Background: an optimization exercise with open tools, aiming at a short achievable clock period and few clock cycles per item. Do not read the settings as production practice.
Function was checked by simulation only, so behaviour that the tests miss may differ from the original.
Power figures rest on the tool's default switching activity, not on a simulated workload.

===== flow/run.sh =====
#!/bin/bash
# synth_recipe.tcl (not shown) runs the flow's synth.tcl, then flattens the netlist and writes it again
# the make line also repeats each setting of config.mk as NAME=value (left out here)
make -C /OpenROAD-flow-scripts/flow DESIGN_CONFIG=/design/flow/config.mk WORK_HOME=/design/flow/orfs CLKGATE_MAP_FILE= SYNTH_SCRIPT=/design/flow/synth_recipe.tcl finish

===== flow/config.mk =====
export PLATFORM = sky130hd
export DESIGN_NAME = dnp3_tx
export DESIGN_NICKNAME = dnp3_tx
export VERILOG_FILES = /design/flow/design.v
export SDC_FILE = /design/flow/constraint.sdc
export NUM_CORES = 4
export LEC_CHECK = 0
export CAP_MARGIN = 20
export CORE_MARGIN = 2
export CORE_UTILIZATION = 40
export PLACE_DENSITY = 0.6
export SLEW_MARGIN = 20

===== flow/constraint.sdc =====
create_clock -name core_clock -period 8.0 [get_ports {clk}]
set_input_delay 1.6000 -clock core_clock [delete_from_list [all_inputs] [get_ports {clk}]]
set_output_delay 1.6000 -clock core_clock [all_outputs]
set_load 0.01 [all_outputs]

===== flow/design.v =====
module dnp3_tx (
    input  wire        clk,
    input  wire        rst,
    input  wire        cmd_valid,
    output wire        cmd_ready,
    input  wire [7:0]  cmd_plen,    
    input  wire [7:0]  cmd_ctrl,    
    input  wire [15:0] cmd_dst,     
    input  wire [15:0] cmd_src,     
    input  wire        in_valid,
    output wire        in_ready,
    input  wire [31:0] in_data,
    output wire        out_valid,
    input  wire        out_ready,
    output wire [31:0] out_data,
    output wire        out_last,
    output reg         done_valid,
    output reg  [3:0]  done_err,
    output reg  [8:0]  done_len
);
    localparam [2:0] S_IDLE  = 3'd0,
                     S_DRAIN = 3'd1,
                     S_RUN   = 3'd2,
                     S_LAST  = 3'd3,
                     S_DONE  = 3'd4;
    localparam [3:0] E_OK      = 4'd0,
                     E_LENGTH  = 4'd1,
                     E_RANGE   = 4'd6,
                     E_BADFNC  = 4'd8,
                     E_ADDRESS = 4'd9;
    function [15:0] crc_table;
        input [7:0] idx;
        begin
    case (idx)
      8'h00: crc_table = 16'h0000;
      8'h01: crc_table = 16'h365E;
      8'h02: crc_table = 16'h6CBC;
      8'h03: crc_table = 16'h5AE2;
      8'h04: crc_table = 16'hD978;
      8'h05: crc_table = 16'hEF26;
      8'h06: crc_table = 16'hB5C4;
      8'h07: crc_table = 16'h839A;
      8'h08: crc_table = 16'hFF89;
      8'h09: crc_table = 16'hC9D7;
      8'h0A: crc_table = 16'h9335;
      8'h0B: crc_table = 16'hA56B;
      8'h0C: crc_table = 16'h26F1;
      8'h0D: crc_table = 16'h10AF;
      8'h0E: crc_table = 16'h4A4D;
      8'h0F: crc_table = 16'h7C13;
      8'h10: crc_table = 16'hB26B;
      8'h11: crc_table = 16'h8435;
      8'h12: crc_table = 16'hDED7;
      8'h13: crc_table = 16'hE889;
      8'h14: crc_table = 16'h6B13;
      8'h15: crc_table = 16'h5D4D;
      8'h16: crc_table = 16'h07AF;
      8'h17: crc_table = 16'h31F1;
      8'h18: crc_table = 16'h4DE2;
      8'h19: crc_table = 16'h7BBC;
      8'h1A: crc_table = 16'h215E;
      8'h1B: crc_table = 16'h1700;
      8'h1C: crc_table = 16'h949A;
      8'h1D: crc_table = 16'hA2C4;
      8'h1E: crc_table = 16'hF826;
      8'h1F: crc_table = 16'hCE78;
      8'h20: crc_table = 16'h29AF;
      8'h21: crc_table = 16'h1FF1;
      8'h22: crc_table = 16'h4513;
      8'h23: crc_table = 16'h734D;
      8'h24: crc_table = 16'hF0D7;
      8'h25: crc_table = 16'hC689;
      8'h26: crc_table = 16'h9C6B;
      8'h27: crc_table = 16'hAA35;
      8'h28: crc_table = 16'hD626;
      8'h29: crc_table = 16'hE078;
      8'h2A: crc_table = 16'hBA9A;
      8'h2B: crc_table = 16'h8CC4;
      8'h2C: crc_table = 16'h0F5E;
      8'h2D: crc_table = 16'h3900;
      8'h2E: crc_table = 16'h63E2;
      8'h2F: crc_table = 16'h55BC;
      8'h30: crc_table = 16'h9BC4;
      8'h31: crc_table = 16'hAD9A;
      8'h32: crc_table = 16'hF778;
      8'h33: crc_table = 16'hC126;
      8'h34: crc_table = 16'h42BC;
      8'h35: crc_table = 16'h74E2;
      8'h36: crc_table = 16'h2E00;
      8'h37: crc_table = 16'h185E;
      8'h38: crc_table = 16'h644D;
      8'h39: crc_table = 16'h5213;
      8'h3A: crc_table = 16'h08F1;
      8'h3B: crc_table = 16'h3EAF;
      8'h3C: crc_table = 16'hBD35;
      8'h3D: crc_table = 16'h8B6B;
      8'h3E: crc_table = 16'hD189;
      8'h3F: crc_table = 16'hE7D7;
      8'h40: crc_table = 16'h535E;
      8'h41: crc_table = 16'h6500;
      8'h42: crc_table = 16'h3FE2;
      8'h43: crc_table = 16'h09BC;
      8'h44: crc_table = 16'h8A26;
      8'h45: crc_table = 16'hBC78;
      8'h46: crc_table = 16'hE69A;
      8'h47: crc_table = 16'hD0C4;
      8'h48: crc_table = 16'hACD7;
      8'h49: crc_table = 16'h9A89;
      8'h4A: crc_table = 16'hC06B;
      8'h4B: crc_table = 16'hF635;
      8'h4C: crc_table = 16'h75AF;
      8'h4D: crc_table = 16'h43F1;
      8'h4E: crc_table = 16'h1913;
      8'h4F: crc_table = 16'h2F4D;
      8'h50: crc_table = 16'hE135;
      8'h51: crc_table = 16'hD76B;
      8'h52: crc_table = 16'h8D89;
      8'h53: crc_table = 16'hBBD7;
      8'h54: crc_table = 16'h384D;
      8'h55: crc_table = 16'h0E13;
      8'h56: crc_table = 16'h54F1;
      8'h57: crc_table = 16'h62AF;
      8'h58: crc_table = 16'h1EBC;
      8'h59: crc_table = 16'h28E2;
      8'h5A: crc_table = 16'h7200;
      8'h5B: crc_table = 16'h445E;
      8'h5C: crc_table = 16'hC7C4;
      8'h5D: crc_table = 16'hF19A;
      8'h5E: crc_table = 16'hAB78;
      8'h5F: crc_table = 16'h9D26;
      8'h60: crc_table = 16'h7AF1;
      8'h61: crc_table = 16'h4CAF;
      8'h62: crc_table = 16'h164D;
      8'h63: crc_table = 16'h2013;
      8'h64: crc_table = 16'hA389;
      8'h65: crc_table = 16'h95D7;
      8'h66: crc_table = 16'hCF35;
      8'h67: crc_table = 16'hF96B;
      8'h68: crc_table = 16'h8578;
      8'h69: crc_table = 16'hB326;
      8'h6A: crc_table = 16'hE9C4;
      8'h6B: crc_table = 16'hDF9A;
      8'h6C: crc_table = 16'h5C00;
      8'h6D: crc_table = 16'h6A5E;
      8'h6E: crc_table = 16'h30BC;
      8'h6F: crc_table = 16'h06E2;
      8'h70: crc_table = 16'hC89A;
      8'h71: crc_table = 16'hFEC4;
      8'h72: crc_table = 16'hA426;
      8'h73: crc_table = 16'h9278;
      8'h74: crc_table = 16'h11E2;
      8'h75: crc_table = 16'h27BC;
      8'h76: crc_table = 16'h7D5E;
      8'h77: crc_table = 16'h4B00;
      8'h78: crc_table = 16'h3713;
      8'h79: crc_table = 16'h014D;
      8'h7A: crc_table = 16'h5BAF;
      8'h7B: crc_table = 16'h6DF1;
      8'h7C: crc_table = 16'hEE6B;
      8'h7D: crc_table = 16'hD835;
      8'h7E: crc_table = 16'h82D7;
      8'h7F: crc_table = 16'hB489;
      8'h80: crc_table = 16'hA6BC;
      8'h81: crc_table = 16'h90E2;
      8'h82: crc_table = 16'hCA00;
      8'h83: crc_table = 16'hFC5E;
      8'h84: crc_table = 16'h7FC4;
      8'h85: crc_table = 16'h499A;
      8'h86: crc_table = 16'h1378;
      8'h87: crc_table = 16'h2526;
      8'h88: crc_table = 16'h5935;
      8'h89: crc_table = 16'h6F6B;
      8'h8A: crc_table = 16'h3589;
      8'h8B: crc_table = 16'h03D7;
      8'h8C: crc_table = 16'h804D;
      8'h8D: crc_table = 16'hB613;
      8'h8E: crc_table = 16'hECF1;
      8'h8F: crc_table = 16'hDAAF;
      8'h90: crc_table = 16'h14D7;
      8'h91: crc_table = 16'h2289;
      8'h92: crc_table = 16'h786B;
      8'h93: crc_table = 16'h4E35;
      8'h94: crc_table = 16'hCDAF;
      8'h95: crc_table = 16'hFBF1;
      8'h96: crc_table = 16'hA113;
      8'h97: crc_table = 16'h974D;
      8'h98: crc_table = 16'hEB5E;
      8'h99: crc_table = 16'hDD00;
      8'h9A: crc_table = 16'h87E2;
      8'h9B: crc_table = 16'hB1BC;
      8'h9C: crc_table = 16'h3226;
      8'h9D: crc_table = 16'h0478;
      8'h9E: crc_table = 16'h5E9A;
      8'h9F: crc_table = 16'h68C4;
      8'hA0: crc_table = 16'h8F13;
      8'hA1: crc_table = 16'hB94D;
      8'hA2: crc_table = 16'hE3AF;
      8'hA3: crc_table = 16'hD5F1;
      8'hA4: crc_table = 16'h566B;
      8'hA5: crc_table = 16'h6035;
      8'hA6: crc_table = 16'h3AD7;
      8'hA7: crc_table = 16'h0C89;
      8'hA8: crc_table = 16'h709A;
      8'hA9: crc_table = 16'h46C4;
      8'hAA: crc_table = 16'h1C26;
      8'hAB: crc_table = 16'h2A78;
      8'hAC: crc_table = 16'hA9E2;
      8'hAD: crc_table = 16'h9FBC;
      8'hAE: crc_table = 16'hC55E;
      8'hAF: crc_table = 16'hF300;
      8'hB0: crc_table = 16'h3D78;
      8'hB1: crc_table = 16'h0B26;
      8'hB2: crc_table = 16'h51C4;
      8'hB3: crc_table = 16'h679A;
      8'hB4: crc_table = 16'hE400;
      8'hB5: crc_table = 16'hD25E;
      8'hB6: crc_table = 16'h88BC;
      8'hB7: crc_table = 16'hBEE2;
      8'hB8: crc_table = 16'hC2F1;
      8'hB9: crc_table = 16'hF4AF;
      8'hBA: crc_table = 16'hAE4D;
      8'hBB: crc_table = 16'h9813;
      8'hBC: crc_table = 16'h1B89;
      8'hBD: crc_table = 16'h2DD7;
      8'hBE: crc_table = 16'h7735;
      8'hBF: crc_table = 16'h416B;
      8'hC0: crc_table = 16'hF5E2;
      8'hC1: crc_table = 16'hC3BC;
      8'hC2: crc_table = 16'h995E;
      8'hC3: crc_table = 16'hAF00;
      8'hC4: crc_table = 16'h2C9A;
      8'hC5: crc_table = 16'h1AC4;
      8'hC6: crc_table = 16'h4026;
      8'hC7: crc_table = 16'h7678;
      8'hC8: crc_table = 16'h0A6B;
      8'hC9: crc_table = 16'h3C35;
      8'hCA: crc_table = 16'h66D7;
      8'hCB: crc_table = 16'h5089;
      8'hCC: crc_table = 16'hD313;
      8'hCD: crc_table = 16'hE54D;
      8'hCE: crc_table = 16'hBFAF;
      8'hCF: crc_table = 16'h89F1;
      8'hD0: crc_table = 16'h4789;
      8'hD1: crc_table = 16'h71D7;
      8'hD2: crc_table = 16'h2B35;
      8'hD3: crc_table = 16'h1D6B;
      8'hD4: crc_table = 16'h9EF1;
      8'hD5: crc_table = 16'hA8AF;
      8'hD6: crc_table = 16'hF24D;
      8'hD7: crc_table = 16'hC413;
      8'hD8: crc_table = 16'hB800;
      8'hD9: crc_table = 16'h8E5E;
      8'hDA: crc_table = 16'hD4BC;
      8'hDB: crc_table = 16'hE2E2;
      8'hDC: crc_table = 16'h6178;
      8'hDD: crc_table = 16'h5726;
      8'hDE: crc_table = 16'h0DC4;
      8'hDF: crc_table = 16'h3B9A;
      8'hE0: crc_table = 16'hDC4D;
      8'hE1: crc_table = 16'hEA13;
      8'hE2: crc_table = 16'hB0F1;
      8'hE3: crc_table = 16'h86AF;
      8'hE4: crc_table = 16'h0535;
      8'hE5: crc_table = 16'h336B;
      8'hE6: crc_table = 16'h6989;
      8'hE7: crc_table = 16'h5FD7;
      8'hE8: crc_table = 16'h23C4;
      8'hE9: crc_table = 16'h159A;
      8'hEA: crc_table = 16'h4F78;
      8'hEB: crc_table = 16'h7926;
      8'hEC: crc_table = 16'hFABC;
      8'hED: crc_table = 16'hCCE2;
      8'hEE: crc_table = 16'h9600;
      8'hEF: crc_table = 16'hA05E;
      8'hF0: crc_table = 16'h6E26;
      8'hF1: crc_table = 16'h5878;
      8'hF2: crc_table = 16'h029A;
      8'hF3: crc_table = 16'h34C4;
      8'hF4: crc_table = 16'hB75E;
      8'hF5: crc_table = 16'h8100;
      8'hF6: crc_table = 16'hDBE2;
      8'hF7: crc_table = 16'hEDBC;
      8'hF8: crc_table = 16'h91AF;
      8'hF9: crc_table = 16'hA7F1;
      8'hFA: crc_table = 16'hFD13;
      8'hFB: crc_table = 16'hCB4D;
      8'hFC: crc_table = 16'h48D7;
      8'hFD: crc_table = 16'h7E89;
      8'hFE: crc_table = 16'h246B;
      8'hFF: crc_table = 16'h1235;
      default: crc_table = 16'h0000;
    endcase
        end
    endfunction
    function [3:0] header_err;
        input [7:0]  c;
        input [15:0] dst;
        input [15:0] src;
        reg          fnc_ok, fcv_req;
        begin
            fnc_ok  = c[6] ? (c[3:0] == 4'd0 || c[3:0] == 4'd1 || c[3:0] == 4'd2 ||
                              c[3:0] == 4'd3 || c[3:0] == 4'd4 || c[3:0] == 4'd9)
                           : (c[3:0] == 4'd0 || c[3:0] == 4'd1 || c[3:0] == 4'd11);
            fcv_req = (c[3:0] == 4'd2) || (c[3:0] == 4'd3);
            if (!fnc_ok)                       header_err = E_BADFNC;
            else if (c[6] && (c[4] != fcv_req)) header_err = E_RANGE;
            else if (!c[6] && c[5])             header_err = E_RANGE;
            else if (src == 16'hFFFF)           header_err = E_ADDRESS;
            else if (dst == src)                header_err = E_ADDRESS;
            else                                header_err = E_OK;
        end
    endfunction
    reg  [2:0]  state;
    reg  [8:0]  tlen;         
    reg  [7:0]  plen;
    reg  [7:0]  hctrl;
    reg  [15:0] hdst, hsrc;
    reg  [3:0]  err;
    reg  [6:0]  beats_left;   
    reg  [7:0]  pay_left;     
    reg  [31:0] ibuf;         
    reg  [2:0]  icnt;         
    reg  [8:0]  q;            
    reg  [4:0]  bpos;         
    reg  [4:0]  nlen;         
    reg  [15:0] crc;
    reg  [31:0] obuf;         
    reg  [1:0]  ocnt;         
    reg         ofull;        
    reg         olast;        
    wire [8:0]  cmd_p9    = {1'b0, cmd_plen};
    wire [8:0]  cmd_pblks = (cmd_p9 + 9'd15) >> 4;
    wire [8:0]  cmd_tlen  = 9'd10 + cmd_p9 + {cmd_pblks[7:0], 1'b0};
    wire [3:0]  cmd_herr  = header_err(cmd_ctrl, cmd_dst, cmd_src);
    wire [8:0]  cmd_beats = ({1'b0, cmd_plen} + 9'd3) >> 2;
    assign cmd_ready = (state == S_IDLE);
    assign out_valid = ofull;
    assign out_data  = obuf;
    assign out_last  = olast;
    wire        in_content = (bpos < nlen);
    wire        need_pay   = in_content && (q >= 9'd8);
    reg  [7:0]  hbyte;
    always @(*) begin
        case (q[2:0])
            3'd0: hbyte = 8'h05;
            3'd1: hbyte = 8'h64;
            3'd2: hbyte = plen + 8'd5;
            3'd3: hbyte = hctrl;
            3'd4: hbyte = hdst[7:0];
            3'd5: hbyte = hdst[15:8];
            3'd6: hbyte = hsrc[7:0];
            default: hbyte = hsrc[15:8];
        endcase
    end
    wire [7:0]  cbyte    = need_pay ? ibuf[7:0] : hbyte;
    wire [15:0] crc_next = (crc >> 8) ^ crc_table(crc[7:0] ^ cbyte);
    wire [15:0] crc_out  = ~crc;
    wire [7:0]  nbyte    = in_content ? cbyte :
                           (bpos == nlen) ? crc_out[7:0] : crc_out[15:8];
    wire        step     = (state == S_RUN) && !ofull && !(need_pay && icnt == 3'd0);
    wire [8:0]  rest     = tlen - q - 9'd1;    
    assign in_ready = ((state == S_RUN) && need_pay && (icnt == 3'd0)) || (state == S_DRAIN);
    always @(posedge clk) begin
        if (rst) begin
            state      <= S_IDLE;
            tlen       <= 9'd0;
            plen       <= 8'd0;
            hctrl      <= 8'd0;
            hdst       <= 16'd0;
            hsrc       <= 16'd0;
            err        <= 4'd0;
            beats_left <= 7'd0;
            pay_left   <= 8'd0;
            ibuf       <= 32'd0;
            icnt       <= 3'd0;
            q          <= 9'd0;
            bpos       <= 5'd0;
            nlen       <= 5'd0;
            crc        <= 16'd0;
            obuf       <= 32'd0;
            ocnt       <= 2'd0;
            ofull      <= 1'b0;
            olast      <= 1'b0;
            done_valid <= 1'b0;
            done_err   <= 4'd0;
            done_len   <= 9'd0;
        end else begin
            done_valid <= 1'b0;
            if (ofull && out_ready) begin
                ofull <= 1'b0;
                olast <= 1'b0;
            end
            case (state)
                S_IDLE: begin
                    if (cmd_valid) begin
                        plen       <= cmd_plen;
                        tlen       <= cmd_tlen;
                        hctrl      <= cmd_ctrl;
                        hdst       <= cmd_dst;
                        hsrc       <= cmd_src;
                        beats_left <= cmd_beats[6:0];
                        pay_left   <= cmd_plen;
                        icnt       <= 3'd0;
                        q          <= 9'd0;
                        bpos       <= 5'd0;
                        nlen       <= 5'd8;
                        crc        <= 16'd0;
                        ocnt       <= 2'd0;
                        if (cmd_plen > 8'd250)
                            err <= E_LENGTH;
                        else
                            err <= cmd_herr;
                        if (cmd_plen > 8'd250 || cmd_herr != E_OK)
                            state <= (cmd_plen == 8'd0) ? S_DONE : S_DRAIN;
                        else
                            state <= S_RUN;
                    end
                end
                S_DRAIN: begin
                    if (in_valid) begin
                        beats_left <= beats_left - 7'd1;
                        if (beats_left == 7'd1)
                            state <= S_DONE;
                    end
                end
                S_RUN: begin
                    if (in_ready && in_valid) begin
                        ibuf     <= in_data;
                        icnt     <= (pay_left > 8'd4) ? 3'd4 : pay_left[2:0];
                        pay_left <= (pay_left > 8'd4) ? pay_left - 8'd4 : 8'd0;
                    end
                    if (step) begin
                        if (ocnt == 2'd0)
                            obuf <= {24'd0, nbyte};
                        else
                            obuf[8*ocnt +: 8] <= nbyte;
                        ocnt <= ocnt + 2'd1;
                        if (ocnt == 2'd3 || q == tlen - 9'd1) begin
                            ofull <= 1'b1;
                            olast <= (q == tlen - 9'd1);
                        end
                        if (in_content) begin
                            crc  <= crc_next;
                            bpos <= bpos + 5'd1;
                            if (need_pay) begin
                                ibuf <= ibuf >> 8;
                                icnt <= icnt - 3'd1;
                            end
                        end else if (bpos == nlen) begin
                            bpos <= bpos + 5'd1;
                        end else begin
                            bpos <= 5'd0;
                            crc  <= 16'd0;
                            nlen <= (rest > 9'd18) ? 5'd16 : rest[4:0] - 5'd2;
                        end
                        q <= q + 9'd1;
                        if (q == tlen - 9'd1)
                            state <= S_LAST;
                    end
                end
                S_LAST: begin
                    if (!ofull || out_ready)
                        state <= S_DONE;
                end
                S_DONE: begin
                    done_valid <= 1'b1;
                    done_err   <= err;
                    done_len   <= (err == E_OK) ? tlen : 9'd0;
                    state      <= S_IDLE;
                end
                default: state <= S_IDLE;
            endcase
        end
    end
endmodule

==> run notes <==
## synth_stat cells (all sizes together) (17+ instances only)
cell	number
a21oi	141
o21ai	35
nand3	21
o22ai	29
xor2	32
xnor2	76
nand2	182
dfxtp	196
inv	42
a22oi	44
a211oi	37
nor3	26
clkbuf	65
nor2	159
nand4	17
ha	44
## cell families (layout without fill, tap and decap cells)
kind of cell | after synthesis | count (layout)
compound gates | 356 | 356
xor+xnor | 108 | 108
fa+ha+maj | 46 | 46
buf+inv | 117 | 217
flops | 196 | 196
mux | 17 | 17
simple gates | 478 | 478
## registers in the layout, summed over array words and instances, names as in the netlist, named ones only
register / cells
beats_left: 7
bpos: 5
crc: 16
done_err: 3
done_len: 9
done_valid: 1
err: 3
hctrl: 8
hdst: 16
hsrc: 16
ibuf: 32
icnt: 3
nlen: 5
obuf: 24
ocnt: 2
ofull: 1
olast: 1
pay_left: 8
plen: 8
q: 9
state: 3
tlen: 8
## metrics by stage
stage	std cells	power (W)	hold slack [ns]	setup WS [ns]	util (%)
floorplan	1318	0.00185	0.431	3.79	-
global route	1753	0.00314	0.474	3.03	48.8
finish	1753	0.00296	0.457	3.36	48.8
detailed placement	1722	0.00213	0.448	2.93	46.6
global placement	1722	0.00212	0.446	2.95	46.6
CTS	1753	0.00298	0.458	3.36	48.8
## metal layers
layer	up-vias	share of wire [%]	global-route usage [%]
met3	28	4.6	4.40
met5	-	0	0
met1	4558	47	29.8
met2	218	47	34.9
li1	4816	-	-
met4	0	1.7	5.28
## worst max-delay path by stage
stage	from	to	slack, ns	cells past startpoint
floorplan	cmd_plen[0]	tlen[7]	3.79	13
global placement	cmd_plen[2]	tlen[7]	2.95	14
detailed placement	cmd_plen[2]	tlen[7]	2.93	14
CTS	nlen[4]	in_ready	3.36	9
global route	cmd_plen[2]	tlen[7]	3.03	14
finish	cmd_plen[2]	tlen[7]	3.36	14
## power groups by stage
stage               clock (W)  combinational [W]  sequential (W)
finish               0.000840           0.000966         0.00115
floorplan                   0           0.000708         0.00114
global route         0.000900            0.00108         0.00116
CTS                  0.000864           0.000965         0.00115
detailed placement          0           0.000958         0.00117
global placement            0           0.000950         0.00117
## worst min-delay path: stages, from the launching register on
cell and delay [ns]:
dfxtp_1 0.31, nand2_1 0.05, a21oi_1 0.05
## placed cells by master (no fill, tap or decap), types with 5 or more instances in the layout
cell type,instances
nand3_1,19
nor2_1,159
nor4_1,9
nand2b_1,14
nor2b_1,10
xor2_1,29
buf_4,9
or3_1,6
o211ai_1,9
inv_1,42
clkdlybuf4s50_1,133
a31oi_1,12
a22o_1,14
a21o_1,7
nand4_1,17
nor3b_1,6
o21ai_1,5
xnor2_1,74
a22oi_1,44
a222oi_1,7
dfxtp_1,196
and3_1,6
a211oi_1,35
clkbuf_16,17
o21ai_0,29
mux2i_1,10
nor3_1,25
ha_1,44
nand2_1,181
o22ai_1,29
a21oi_1,140
## area by class of cell
class	count	area, um^2
clock buffers	18	429
clock inverters	13	144
fillers	2579	13400
inverters	43	161
multi-input cells	1005	6220
flip-flops and latches	196	3920
well taps	335	419
repair buffers	143	1410
==> flow_summary_export.csv <==
group,metric,value,unit
run_status,status,"complete, no violations",
clock_tree,numClockSinks,196,
drt,wl_per_cell,17.4,um
worst_setup_path,reg2regPathDepth,15,
grt,grtUsageTotal,21.7,%
power_and_ir_drop,p_leak,4.51,nW
clock_tree,clk_pin_slew,0.08,ns
finish,antenna_cells,0,
worst_setup_path,cp_top_family,"simple AND/OR/NAND/NOR gates",
clock_tree,htree_levels,4,
logic_synthesis,synth_area_per_cell,8.04,um^2
placed_design,dp_hpwl,22.2,mm
drt,drt_pass1_iterations,5,
worst_setup_path,required,8.37,ns
worst_setup_path,critPathLaunchType,"input pin",
grt,grt_antenna_before_repair,0,
worst_setup_path,r2r-end,"crc[6]",
sta,fin_crit,4.64,ns
worst_setup_path,arrival,5.00,ns
die,start_util,40.7,%
logic_synthesis,synth.area.top_cells,"dfxtp_1, a21oi_1, nand2_1",
logic_synthesis,synth_edf_count,0,
sta,worst_pin_slew,1.04,ns
drt,vias,9620,
logic_synthesis,muxShareOfSynthArea,1.88,%
power_and_ir_drop,ir_drop,0.000240,V
die,die_height,167,um
logic_synthesis,netlist_instances,1318,
clock_tree,root_buffer,"clkbuf_16",
clock_tree,cts_tree,"done",
sta,tns,0,ns
logic_synthesis,synth_cell_types,73,
drt,antenna_left,0,
sta,relSlewSlack,30.2,%
worst_setup_path,crit_path_max_fanout,7,
clock_tree,cts_buffer_depth,2,
sta,finalCritPeriodShare,57.9,%
logic_synthesis,yosys.area.top_type_share,37.0,%
logic_synthesis,synth_fa_ha_area_share,5.57,%
power_and_ir_drop,comb_power_share,32.7,%
drt,wl,30.5,mm
power_and_ir_drop,swShare,37.4,%
worst_setup_path,reg2reg_from,"q[2]",
placed_design,place_area,0.0121,mm^2
power_and_ir_drop,clkPwrFrac,28.4,%
logic_synthesis,ys_warn_count,1,
logic_synthesis,synth_xor_area_share,9.49,%
sta,rsz0062_at_grt,"no",
logic_synthesis,syn_area,0.0106,mm^2
logic_synthesis,post-synth-top-area-cell,"dfxtp_1",
finish,stdcell_area,0.0127,mm^2
power_and_ir_drop,seqPwrFrac,38.9,%
power_and_ir_drop,powerDensity,233,mW/mm^2
placed_design,place_congestion,0.869,
die,rows,59,
finish,nets,1537,
die,die_w,167,um
logic_synthesis,synth_nets,1449,
min_path,hold_path_depth,2,
worst_setup_path,cp_cell_sequence,"clkdlybuf4s50_1 > nor4_1 > nor2_1 > xnor2_1 > ha_1 > inv_1 > ha_1 > a21o_1 > a21o_1 > a21o_1 > a21oi_1 > xnor2_1 > nand2_1 > a21oi_1",
logic_synthesis,synth_compound_area_share,21.5,%
logic_synthesis,synth_simple_gate_area_share,20.1,%
drt,drtIter0Drc,716,
worst_setup_path,end_kind,"register",
sta,fmax,216,MHz
grt,grt_pass1_vias,9049,
min_path,hold_path_class,"register to register",
finish,synthToLayoutAreaGrowth,19.8,%
worst_setup_path,cpMostUsedCell,"a21o_1",
sta,drv_slew,0,
drt,drc,0,
worst_setup_path,cpMaxStageDelayCell,"nor4_1",
clock_tree,hold_buffers,0,
worst_setup_path,cpPeakStageDelay,0.85,ns
logic_synthesis,synth_top_family_by_area,"compound AO/OA/AOI/OAI gates",
worst_setup_path,rrSetupSlack,3.47,ns
placed_design,numPortBuffers,134,
run,cap_violations,0,
power_and_ir_drop,p_switching,0.00111,W
die,ios,135,
min_path,hold_path_end,"hsrc[10]",
clock_tree,post_cts_resized,0,
min_path,hp-start,"hsrc[10]",
logic_synthesis,synth_ff_type,"dfxtp_1",
die,fp.coreArea,0.0261,mm^2
clock_tree,post_cts_buffers,0,
die,dieArea,0.0278,mm^2
drt,routed_via_density,5.49,
grt,grt-ovfl-total,0,
clock_tree,cts_made_buffers,17,
clock_tree,clk_latency,0.44,ns
grt,grt_pass1_wl,48.9,mm
finish,drive_gt1_share,4.72,%
worst_setup_path,critical_path_class,"input pin to register",
logic_synthesis,synth-seq-cells,196,
logic_synthesis,synth-async-reset-ratio,0,%
sta,clock-skew-final,0.0121,ns
sta,setup_viol,0,
worst_setup_path,cp_num_buf_inv,2,
sta,hold_violations,0,
grt,grt_max_degree,92,
logic_synthesis,seq_area_frac_synth,37.0,%
power_and_ir_drop,cellInternalPower,0.00185,W
Testbench counts, summed over its fixed seeds: cycles 64,310, frames 320.

## static timing again, ports no longer ideal
The results above use ideal ports. As a check the final layout listed here was re-extracted and re-timed, cells and wires unchanged. Step 1 assumes that a clkbuf_16 drives the clock port and a buf_2 every other input. Step 2 also shifts input and output timing later by t, the mid clock arrival at the registers, as if the neighbouring blocks saw the same clock. a / b / c = ideal / step 1 / step 2; a / b = the first two.
shift t [ns]: 0.481
setup WS [ns]: 3.365 / 3.325 / 2.909
worst setup path at the end: input to register
worst slew at a driven data input, ns: 0.05
pins driven straight from the clock port: 1
After both steps this run still meets setup and hold. For this run, drivers alone change the setup slack by -0.040 ns; drivers and shift together by -0.456 ns.
